Source: an optimization exercise on an open RTL-to-GDS flow (aim: small area, a short achievable clock period and few clock cycles per item). Production flows keep margins and buffers that such runs may drop.
Function was checked by simulation only, so behaviour that the tests miss may differ from the original.

===== flow/config.mk =====
export PLATFORM = sky130hd
export DESIGN_NAME = pfs_softdec
export DESIGN_NICKNAME = pfs_softdec
export VERILOG_FILES = /design/flow/design.v
export SDC_FILE = /design/flow/constraint.sdc
export NUM_CORES = 4
export LEC_CHECK = 0
export CAP_MARGIN = 20
export CORE_MARGIN = 2
export CORE_UTILIZATION = 40
export SLEW_MARGIN = 20

===== flow/constraint.sdc =====
create_clock -name core_clock -period 14.0 [get_ports {clk}]
set_input_delay 2.8000 -clock core_clock [delete_from_list [all_inputs] [get_ports {clk}]]
set_output_delay 2.8000 -clock core_clock [all_outputs]
set_load 0.01 [all_outputs]

===== flow/design.v =====
module pfs_ham_enc_byte (
  input  wire [7:0]  d,
  output wire [13:0] code
);
  function [6:0] enc7(input [3:0] n);
    enc7 = {n, n[1]^n[2]^n[3], n[0]^n[2]^n[3], n[0]^n[1]^n[3]};
  endfunction
  assign code = {enc7(d[7:4]), enc7(d[3:0])};
endmodule
module psd_ham_dec_byte (
  input  wire [13:0] code,
  output wire [7:0]  d
);
  function [3:0] dec7(input [6:0] r);
    reg [3:0] n;
    reg [2:0] s;
    begin
      n = r[6:3];
      s[0] = r[0] ^ n[0] ^ n[1] ^ n[3];
      s[1] = r[1] ^ n[0] ^ n[2] ^ n[3];
      s[2] = r[2] ^ n[1] ^ n[2] ^ n[3];
      case (s)
        3'd3: n[0] = ~n[0];
        3'd5: n[1] = ~n[1];
        3'd6: n[2] = ~n[2];
        3'd7: n[3] = ~n[3];
        default: ;
      endcase
      dec7 = n;
    end
  endfunction
  assign d = {dec7(code[13:7]), dec7(code[6:0])};
endmodule
module psd_key_unit (
  input  wire        clk,
  input  wire        clear,
  input  wire        upd,
  input  wire [7:0]  b,
  input  wire [2:0]  ed,
  output reg  [31:0] key       
);
  reg [7:0]  sum8;
  reg [7:0]  crc8;
  reg [15:0] crc16;
  reg [23:0] crc24;
  reg [31:0] crc32;
  function [7:0] crc8_step(input [7:0] c, input [7:0] x);
    integer i;
    reg [7:0] r;
    begin
      r = c ^ x;
      for (i = 0; i < 8; i = i + 1)
        r = r[7] ? ((r << 1) ^ 8'h07) : (r << 1);
      crc8_step = r;
    end
  endfunction
  function [15:0] crc16_step(input [15:0] c, input [7:0] x);
    integer i;
    reg [15:0] r;
    begin
      r = c ^ {x, 8'h00};
      for (i = 0; i < 8; i = i + 1)
        r = r[15] ? ((r << 1) ^ 16'h1021) : (r << 1);
      crc16_step = r;
    end
  endfunction
  function [23:0] crc24_step(input [23:0] c, input [7:0] x);
    integer i;
    reg [23:0] r;
    begin
      r = c ^ {x, 16'h0000};
      for (i = 0; i < 8; i = i + 1)
        r = r[23] ? ((r << 1) ^ 24'h864CFB) : (r << 1);
      crc24_step = r;
    end
  endfunction
  function [31:0] crc32_step(input [31:0] c, input [7:0] x);
    integer i;
    reg [31:0] r;
    begin
      r = c ^ {x, 24'h000000};
      for (i = 0; i < 8; i = i + 1)
        r = r[31] ? ((r << 1) ^ 32'h04C11DB7) : (r << 1);
      crc32_step = r;
    end
  endfunction
  always @(posedge clk) begin
    if (clear) begin
      sum8  <= 8'h00;
      crc8  <= 8'h00;
      crc16 <= 16'hFFFF;
      crc24 <= 24'hB704CE;
      crc32 <= 32'hFFFFFFFF;
    end else if (upd) begin
      sum8  <= sum8 + b;
      crc8  <= crc8_step(crc8, b);
      crc16 <= crc16_step(crc16, b);
      crc24 <= crc24_step(crc24, b);
      crc32 <= crc32_step(crc32, b);
    end
  end
  always @(*) begin
    case (ed)
      3'd2:    key = {24'h0, 8'h00 - sum8};
      3'd3:    key = {24'h0, crc8};
      3'd4:    key = {16'h0, crc16};
      3'd5:    key = {8'h0, crc24};
      3'd6:    key = ~crc32;
      default: key = 32'h0;
    endcase
  end
endmodule
module psd_fec_dec (
  input  wire        clk,
  input  wire        rst,
  input  wire        start,
  input  wire        en,
  input  wire [19:0] n,        
  input  wire        in_valid,
  output wire        in_ready,
  input  wire [7:0]  in_data,
  output reg         out_valid,
  input  wire        out_ready,
  output reg  [7:0]  out_data,
  output reg         busy
);
  reg        en_r;
  reg [19:0] n_r;
  reg [19:0] nin_r;
  reg [19:0] icnt;
  reg [19:0] ocnt;
  reg [21:0] bits;
  reg [4:0]  cnt;
  wire [4:0]  need     = en_r ? 5'd14 : 5'd8;
  wire        can_load = !out_valid || out_ready;
  wire        emit     = busy && (ocnt != n_r) && (cnt >= need) && can_load;
  wire [4:0]  cnt_after = emit ? cnt - need : cnt;
  assign      in_ready = busy && (icnt != nin_r) && (cnt_after < need);
  wire        take     = in_valid && in_ready;
  wire [21:0] word = bits >> (cnt - need);
  wire [7:0]  dec_byte;
  psd_ham_dec_byte u_dec (.code(word[13:0]), .d(dec_byte));
  always @(posedge clk) begin
    if (rst) begin
      busy      <= 1'b0;
      out_valid <= 1'b0;
      cnt       <= 5'd0;
    end else if (start) begin
      busy      <= 1'b1;
      out_valid <= 1'b0;
      cnt       <= 5'd0;
      icnt      <= 20'd0;
      ocnt      <= 20'd0;
      en_r      <= en;
      n_r       <= n;
      nin_r     <= en ? ((n * 20'd7 + 20'd3) >> 2) : n;
    end else if (busy) begin
      if (emit) begin
        out_valid <= 1'b1;
        out_data  <= en_r ? dec_byte : word[7:0];
        ocnt      <= ocnt + 20'd1;
      end else if (out_ready) begin
        out_valid <= 1'b0;
      end
      if (take) begin
        icnt <= icnt + 20'd1;
        bits <= (bits << 8) | {14'h0000, in_data};
        cnt  <= cnt_after + 5'd8;
      end else begin
        cnt <= cnt_after;
      end
      if (icnt == nin_r && ocnt == n_r && !out_valid)
        busy <= 1'b0;
    end else if (out_ready) begin
      out_valid <= 1'b0;
    end
  end
endmodule
module psd_key_chk (
  input  wire        clk,
  input  wire        rst,
  input  wire        start,
  input  wire [2:0]  ed,
  input  wire [2:0]  klen,
  input  wire [15:0] n,
  input  wire        in_valid,
  output wire        in_ready,
  input  wire [7:0]  in_data,
  output reg         out_valid,
  input  wire        out_ready,
  output reg  [7:0]  out_data,
  output reg         busy,
  output reg         ok
);
  reg [2:0]  ed_r;
  reg [2:0]  klen_r;
  reg [15:0] n_r;
  reg [15:0] icnt;
  reg [2:0]  kcnt;
  wire        can_load = !out_valid || out_ready;
  wire        msg_done = (icnt == n_r);
  wire        key_done = msg_done && (kcnt == klen_r);
  assign      in_ready = busy && !key_done && (msg_done || can_load);
  wire        take     = in_valid && in_ready;
  wire [31:0] key;
  psd_key_unit u_key (
    .clk(clk), .clear(start), .upd(take && !msg_done), .b(in_data), .ed(ed_r), .key(key)
  );
  wire [2:0]  kidx   = klen_r - kcnt - 3'd1;
  wire [31:0] key_sh = key >> {kidx, 3'b000};
  always @(posedge clk) begin
    if (rst) begin
      busy      <= 1'b0;
      out_valid <= 1'b0;
    end else if (start) begin
      busy      <= 1'b1;
      out_valid <= 1'b0;
      ok        <= 1'b1;
      icnt      <= 16'd0;
      kcnt      <= 3'd0;
      ed_r      <= ed;
      klen_r    <= klen;
      n_r       <= n;
    end else if (busy) begin
      if (take && !msg_done) begin
        out_valid <= 1'b1;
        out_data  <= in_data;
        icnt      <= icnt + 16'd1;
      end else if (out_ready) begin
        out_valid <= 1'b0;
      end
      if (take && msg_done) begin
        kcnt <= kcnt + 3'd1;
        if (in_data != key_sh[7:0])
          ok <= 1'b0;
      end
      if (key_done && !out_valid)
        busy <= 1'b0;
    end else if (out_ready) begin
      out_valid <= 1'b0;
    end
  end
endmodule
module psd_soft_dec (
  input  wire        clk,
  input  wire        rst,
  input  wire        start,
  input  wire        en,
  input  wire [19:0] n,
  input  wire        in_valid,
  output wire        in_ready,
  input  wire [7:0]  in_data,
  output reg         out_valid,
  input  wire        out_ready,
  output reg  [7:0]  out_data,
  output reg         busy
);
  reg        en_r;
  reg [19:0] n_r;
  reg [19:0] ocnt;
  reg [22:0] nin_r;
  reg [22:0] icnt;
  reg [7:0]  sv [0:6];      
  reg [3:0]  cnt;
  reg [7:0]  sbyte;         
  reg        half;          
  reg [3:0]  hi_nib;
  function [6:0] enc7(input [3:0] d);
    enc7 = {d, d[1]^d[2]^d[3], d[0]^d[2]^d[3], d[0]^d[1]^d[3]};
  endfunction
  reg [10:0] metric [0:15];
  reg [10:0] v1 [0:7];
  reg [3:0]  n1 [0:7];
  reg [10:0] v2 [0:3];
  reg [3:0]  n2 [0:3];
  reg [10:0] v3 [0:1];
  reg [3:0]  n3 [0:1];
  reg [3:0]  ml_nib;
  reg [6:0]  cw;
  integer d, k;
  always @(*) begin
    for (d = 0; d < 16; d = d + 1) begin
      cw = enc7(d[3:0]);
      metric[d] = 11'd0;
      for (k = 0; k < 7; k = k + 1)
        metric[d] = metric[d] + (cw[6 - k] ? {3'b000, sv[k]} : {3'b000, ~sv[k]});
    end
    for (d = 0; d < 8; d = d + 1)
      if (metric[2*d+1] > metric[2*d]) begin
        v1[d] = metric[2*d+1]; n1[d] = {d[2:0], 1'b1};
      end else begin
        v1[d] = metric[2*d];   n1[d] = {d[2:0], 1'b0};
      end
    for (d = 0; d < 4; d = d + 1)
      if (v1[2*d+1] > v1[2*d]) begin
        v2[d] = v1[2*d+1]; n2[d] = n1[2*d+1];
      end else begin
        v2[d] = v1[2*d];   n2[d] = n1[2*d];
      end
    for (d = 0; d < 2; d = d + 1)
      if (v2[2*d+1] > v2[2*d]) begin
        v3[d] = v2[2*d+1]; n3[d] = n2[2*d+1];
      end else begin
        v3[d] = v2[2*d];   n3[d] = n2[2*d];
      end
    ml_nib = (v3[1] > v3[0]) ? n3[1] : n3[0];
  end
  wire can_load = !out_valid || out_ready;
  wire more_out = (ocnt != n_r);
  wire h_dec  = busy && en_r && more_out && (cnt == 4'd7) && (!half || can_load);
  wire s_emit = busy && !en_r && (cnt == 4'd8) && can_load;
  wire freed  = h_dec || s_emit;
  wire full   = en_r ? (cnt == 4'd7) : (cnt == 4'd8);
  assign in_ready = busy && (icnt != nin_r) && (!full || freed);
  wire take   = in_valid && in_ready;
  always @(posedge clk) begin
    if (rst) begin
      busy      <= 1'b0;
      out_valid <= 1'b0;
    end else if (start) begin
      busy      <= 1'b1;
      out_valid <= 1'b0;
      en_r      <= en;
      n_r       <= n;
      ocnt      <= 20'd0;
      icnt      <= 23'd0;
      cnt       <= 4'd0;
      half      <= 1'b0;
      nin_r     <= en ? {((n * 20'd7 + 20'd3) >> 2), 3'b000} : {n, 3'b000};
    end else if (busy) begin
      if (take)
        icnt <= icnt + 23'd1;
      if (h_dec && half) begin
        out_valid <= 1'b1;
        out_data  <= {hi_nib, ml_nib};
        ocnt      <= ocnt + 20'd1;
      end else if (s_emit) begin
        out_valid <= 1'b1;
        out_data  <= sbyte;
        ocnt      <= ocnt + 20'd1;
      end else if (out_ready) begin
        out_valid <= 1'b0;
      end
      if (h_dec) begin
        half <= !half;
        if (!half)
          hi_nib <= ml_nib;
      end
      if (freed) begin
        if (take) begin
          sv[0] <= in_data;
          sbyte <= {7'd0, in_data[7]};
          cnt   <= 4'd1;
        end else begin
          cnt   <= 4'd0;
        end
      end else if (take) begin
        sv[cnt[2:0]] <= in_data;
        sbyte <= {sbyte[6:0], in_data[7]};
        cnt   <= cnt + 4'd1;
      end
      if (icnt == nin_r && ocnt == n_r && !out_valid)
        busy <= 1'b0;
    end
  end
endmodule
module pfs_softdec (
  input  wire        clk,
  input  wire        rst,
  input  wire        cmd_valid,
  output wire        cmd_ready,
  input  wire [15:0] cmd_len,
  input  wire [2:0]  cmd_ed,
  input  wire [1:0]  cmd_inner,
  input  wire [1:0]  cmd_outer,
  input  wire        in_valid,
  output wire        in_ready,
  input  wire [7:0]  in_data,
  output wire        out_valid,
  input  wire        out_ready,
  output wire [7:0]  out_data,
  output reg         res_valid,
  output reg         res_ok
);
  localparam S_IDLE = 2'd0, S_START = 2'd1, S_RUN = 2'd2, S_RES = 2'd3;
  localparam FEC_HAMMING = 2'd2;
  reg [1:0]  state;
  reg [15:0] len_r;
  reg [2:0]  ed_r;
  reg [2:0]  klen_r;
  reg        inner_h, outer_h;
  wire [19:0] l1 = {4'd0, len_r} + {17'd0, klen_r};
  wire [19:0] l2 = inner_h ? ((l1 * 20'd7 + 20'd3) >> 2) : l1;
  function [2:0] key_len(input [2:0] ed);
    case (ed)
      3'd2, 3'd3: key_len = 3'd1;
      3'd4:       key_len = 3'd2;
      3'd5:       key_len = 3'd3;
      3'd6:       key_len = 3'd4;
      default:    key_len = 3'd0;
    endcase
  endfunction
  assign cmd_ready = (state == S_IDLE);
  wire   start     = (state == S_START);
  wire       sd_ov, sd_busy;  wire [7:0] sd_od;
  wire       sd_in_ready, sd_out_ready;
  wire       hd_in_ready, hd_ov, hd_busy;  wire [7:0] hd_od;
  wire       kc_in_ready, kc_ov, kc_busy, kc_ok;  wire [7:0] kc_od;
  psd_soft_dec u_sd (
    .clk(clk), .rst(rst), .start(start), .en(outer_h ? 1'b1 : inner_h),
    .n(outer_h ? l2 : l1),
    .in_valid(in_valid), .in_ready(sd_in_ready), .in_data(in_data),
    .out_valid(sd_ov), .out_ready(sd_out_ready), .out_data(sd_od), .busy(sd_busy)
  );
  assign sd_out_ready = outer_h ? hd_in_ready : kc_in_ready;
  psd_fec_dec u_hd (
    .clk(clk), .rst(rst), .start(start && outer_h), .en(inner_h), .n(l1),
    .in_valid(sd_ov && outer_h), .in_ready(hd_in_ready), .in_data(sd_od),
    .out_valid(hd_ov), .out_ready(kc_in_ready), .out_data(hd_od), .busy(hd_busy)
  );
  psd_key_chk u_kc (
    .clk(clk), .rst(rst), .start(start), .ed(ed_r), .klen(klen_r), .n(len_r),
    .in_valid(outer_h ? hd_ov : sd_ov), .in_ready(kc_in_ready),
    .in_data(outer_h ? hd_od : sd_od),
    .out_valid(kc_ov), .out_ready(out_ready), .out_data(kc_od), .busy(kc_busy),
    .ok(kc_ok)
  );
  wire running = (state == S_RUN);
  assign in_ready  = running && sd_in_ready;
  assign out_valid = running && kc_ov;
  assign out_data  = kc_od;
  wire all_idle = !(sd_busy || hd_busy || kc_busy);
  always @(posedge clk) begin
    if (rst) begin
      state     <= S_IDLE;
      res_valid <= 1'b0;
      res_ok    <= 1'b0;
    end else begin
      res_valid <= 1'b0;
      case (state)
        S_IDLE: if (cmd_valid) begin
          len_r   <= cmd_len;
          ed_r    <= cmd_ed;
          klen_r  <= key_len(cmd_ed);
          inner_h <= (cmd_inner == FEC_HAMMING);
          outer_h <= (cmd_outer == FEC_HAMMING);
          state   <= S_START;
        end
        S_START: state <= S_RUN;
        S_RUN: if (all_idle) begin
          res_valid <= 1'b1;
          res_ok    <= kc_ok;
          state     <= S_RES;
        end
        default: state <= S_IDLE;
      endcase
    end
  end
endmodule

===== flow/run.sh =====
#!/bin/bash
# synth_recipe.tcl (not shown) runs the flow's synth.tcl, then flattens the netlist and writes it again
# the make line also repeats each setting of config.mk as NAME=value (left out here)
make -C /OpenROAD-flow-scripts/flow DESIGN_CONFIG=/design/flow/config.mk WORK_HOME=/design/flow/orfs CLKGATE_MAP_FILE= SYNTH_SCRIPT=/design/flow/synth_recipe.tcl finish

==> run notes <==
* GRT Util Overall at a little under a quarter
* Number of CTS-inserted buffers at 52
* Synth Instances at ~5200
* Mapped cell area at about 51000 µm²
* Vias in the first global route at 36671
* Worst R2R Setup Slack at 710 ps
* Largest cells by area after synthesis: edfxtp_1 20%, fa_1 17%, ha_1 15%, xnor2_1 6.4%, inv_1 6.2%
* Antenna Violating Nets Remaining at 0
* Nets at ~6300
* Max Cap Violations at 0
* Share of layout cells above drive strength 1 at 6.39%
* Via count at between 30000 and 40000
* Clk sinks at between 400 and 500
* Residual DRC count at 0
* Fin. Hold Viols at 0
* Total of hold buffers inserted after clock tree synthesis at 0
* Kind of critical path: flop to flop
* Actual slew at the worst max-slew pin at between 1000 and 1500 ps
* Port bufs at 48
* Clock-pin slew on the worst setup and hold paths at around 60 ps
* Synth Net Count at 6250
* Hold Crit Start: ed_r[0]
* FF-to-FF End: u_sd.out_data[0]
* Reg2reg start: u_sd.sv[1][0]
* Post-synth top flop: edfxtp_1
* Initial DRC count at 3086
* Top cells by count, synth: 832 x inv_1, 588 x ha_1, 419 x fa_1
* Unique masters post-synth at 92
* Register area share after synthesis at between 20% and 30%
* Met3 usage at under 10%
* Hold path depth at 0
* Core area at about 130000 µm²
* Final WL at roughly 150000 µm
* Clk_skew at ~24 ps
* Post-synth EDFFs at about 340
* Crit path time final at between 10000 and 15000 ps
* Die area at 130000 µm²
* Max incr delay on CP at about 600 ps
* Status: no timing/DRC/antenna violations
* Final core occ at around 44%
* H-tree lvl count at 2
* Routing usage on met2 at 33.9%
* GPL Wtd Cong at around 0.93
* Most instantiated library cell after synthesis: inv_1
* Busiest grt layer: met2
* Reg2reg path depth at 53
* First-pass GRT wire length at approximately 220000 µm
* Diode count at 0
* Pin count of the biggest net entering global routing at ~110
* Die width at roughly 360 µm
* Setup Viol. Count Final at 0
* Tcrit/Tclk final at 94.9%
* Arrival time at the worst endpoint at about 14000 ps
* Post-synth ARST share at 0%
* DPL Wire Length at around 120000 µm
* DR pass1 iterations at 7
* Average cell area after synthesis at about 9.7 µm²
* Max FO, Critical Path at 10
* GRT overflow at 0
* Top delay family on crit path: compound AO/OA/AOI/OAI gates
* Synth Warn # at 13
* Routed WL per cell at 21.0 µm
* Routing usage on met1 at between 30% and 40%
* CP Launch Type: flop
* Vias per cell at between 5 and 6
* Slowest cell on the critical path: fa_1
* Clk latency of the worst-skew pair at 660 ps
* Initial Util at around two fifths
* Fin. max-slew vios at 0
* Area Overhead vs Synth at 9.67%
* Most used cell along the critical path: ha_1
* Die H at 360 µm
* Initial antenna violation count at 4
* Kind of end point of the critical path: flop
* F_max at approximately 75 MHz
* Fin Hold WS at 424 ps
* Core Rows at 130
* Cell taking the most area after synthesis: edfxtp_1
* Slew HR at between 20% and 30%
* Clock root cell: clkbuf_16
* WP data required at 14400 ps
* Bufs on Longest Clock Path at 3
* Sink of the worst hold path: u_kc.ed_r[0]
* Synth top area share at about 20%
* Synthesis-stage register bit count at 443
* # IOs at 49
* Worst path bufs/invs at 5
* Min-delay worst type: flop to flop
* CTS tree: built
## flip-flops by register name, indices dropped and copies added, names as in the netlist, 20 cells and up
register	flops
u_sd.ocnt	20
u_kc.u_key.crc32	32
u_hd.icnt	20
u_sd.icnt	23
u_hd.bits	22
u_sd.sv	56
u_hd.ocnt	20
u_kc.u_key.crc24	24
## worst max path at each step
stage / from / end / slack, ps / cells after the start
after floorplan: u_sd.sv[1][0] / u_sd.out_data[0] / 1440 / 63
after global placement: u_sd.sv[1][0] / u_sd.out_data[0] / 240 / 58
after detailed placement: u_sd.sv[1][0] / u_sd.out_data[0] / 150 / 58
after CTS: u_sd.sv[1][0] / u_sd.out_data[0] / 110 / 58
after global routing: u_sd.sv[1][1] / u_sd.out_data[1] / -9 / 63
final: u_sd.sv[1][0] / u_sd.out_data[0] / 710 / 53
## stage by stage
stage / setup WS (ps) / setup TNS (ps) / cells / cell area, µm²
final: 709 / 0 / 6988 / 55600
after global routing: -8.66 / -8.66 / 6988 / 55600
after CTS: 114 / 0 / 6976 / 55400
after detailed placement: 147 / 0 / 6878 / 53500
after global placement: 240 / 0 / 6878 / 53500
after floorplan: 1440 / 0 / 5207 / 50700
## final cells by class
class | instances | area, µm²
Clock inverter | 39 | 479
Multi-Input combinational cell | 3814 | 35100
Inverter | 837 | 3150
Timing Repair Buffer | 146 | 1220
Clock buffer | 59 | 1350
Sequential cell | 443 | 12300
Fill cell | 12075 | 70100
Tap cell | 1650 | 2060
## cell usage in the layout, fill, tap and decap left out, types with 12 or more instances in the layout
| cell | Yosys | layout |
|---|---|---|
| nor2b_1 | 57 | 57 |
| nor2_1 | 341 | 335 |
| dfxtp_1 | 102 | 102 |
| a31oi_1 | 13 | 13 |
| and2_1 | 29 | 29 |
| nand2_1 | 252 | 249 |
| mux2i_1 | 147 | 143 |
| fa_1 | 419 | 418 |
| nand4_1 | 55 | 55 |
| buf_4 | 1 | 98 |
| a211oi_1 | 30 | 30 |
| clkbuf_16 | 0 | 53 |
| or3_1 | 30 | 29 |
| mux2_2 | 53 | 53 |
| o41ai_1 | 12 | 12 |
| nand3_1 | 84 | 84 |
| nor4_1 | 23 | 23 |
| a21o_1 | 80 | 80 |
| nor3_1 | 90 | 87 |
| xnor2_2 | 8 | 15 |
| a21oi_1 | 288 | 281 |
| nand2b_1 | 18 | 18 |
| edfxtp_1 | 341 | 341 |
| o21ai_0 | 106 | 102 |
| xnor2_1 | 369 | 362 |
| inv_1 | 832 | 830 |
| o22ai_1 | 22 | 22 |
| a2111oi_0 | 18 | 13 |
| o21a_1 | 48 | 48 |
| o211ai_1 | 73 | 73 |
| clkdlybuf4s50_1 | 0 | 48 |
| xor2_1 | 229 | 229 |
| o21bai_1 | 63 | 62 |
| and3_1 | 51 | 51 |
| nor3b_1 | 16 | 16 |
| ha_1 | 588 | 586 |
## worst reg2reg max path, delay by kind of cell, from the launching register on
| family | cells | cell delay, ps |
|---|---|---|
| adder cells (fa/ha/maj) | 11 | 4200 |
| buffers and inverters | 5 | 530 |
| XOR/XNOR | 3 | 1020 |
| AO/OA/AOI/OAI | 21 | 4440 |
| AND/OR/NAND/NOR | 10 | 1530 |
| multiplexers | 3 | 880 |
| flip-flops | 1 | 430 |
## timing repair
item,4_1_cts,5_1_grt
setup endpoints to repair,0,8
setup buffers,0,12
resized for setup,0,46
## kinds of logic (layout without fill, tap and decap cells)
kind of cell	after synthesis	in the layout	synth area share, %
AND/OR/NAND/NOR	1088	1088	10.3
adder cells (fa/ha/maj)	1007	1007	31.0
buffers and inverters	950	1081	7.07
AO/OA/AOI/OAI	884	884	11.5
XOR/XNOR	619	619	11.2
flip-flops	443	443	24.2
multiplexers	216	216	4.75
## per-layer routing
metal	routed length, µm	share of wire [%]
met1	70600	48
met4	3370	2.3
met3	10300	7.0
met2	62500	43
met5	0	0
Testbench counts, summed over its fixed seeds: cycles 80,090, items 4,540.

[afterwards: timing with drivers on the ports]
How much do the figures lean on ideal ports? The routed layout below was timed once more, with nothing changed but the port constraints. Step 1 (the two cells are an assumption about what drives the block):
set clk [get_ports {clk}]
set_driving_cell -lib_cell sky130_fd_sc_hd__clkbuf_16 $clk
set_driving_cell -lib_cell sky130_fd_sc_hd__buf_2 [delete_from_list [all_inputs] $clk]
Step 2 times the ports against the registers' clock, not the clock port: input delays grow and output delays shrink by t, the midpoint of the rising clock arrivals with the driver on. Three values: no drivers, after step 1, after step 2; two values: the first two.
shift t [ns]: 0.712
setup WS [ns]: 0.709 / 0.709 / 0.709
worst setup path after step 2: register to register
cell pins on the clock port's net: 1
After both steps this run still meets setup and hold. The setup slack of this run moves by 0.000 ns with the drivers and by 0.000 ns with both steps.
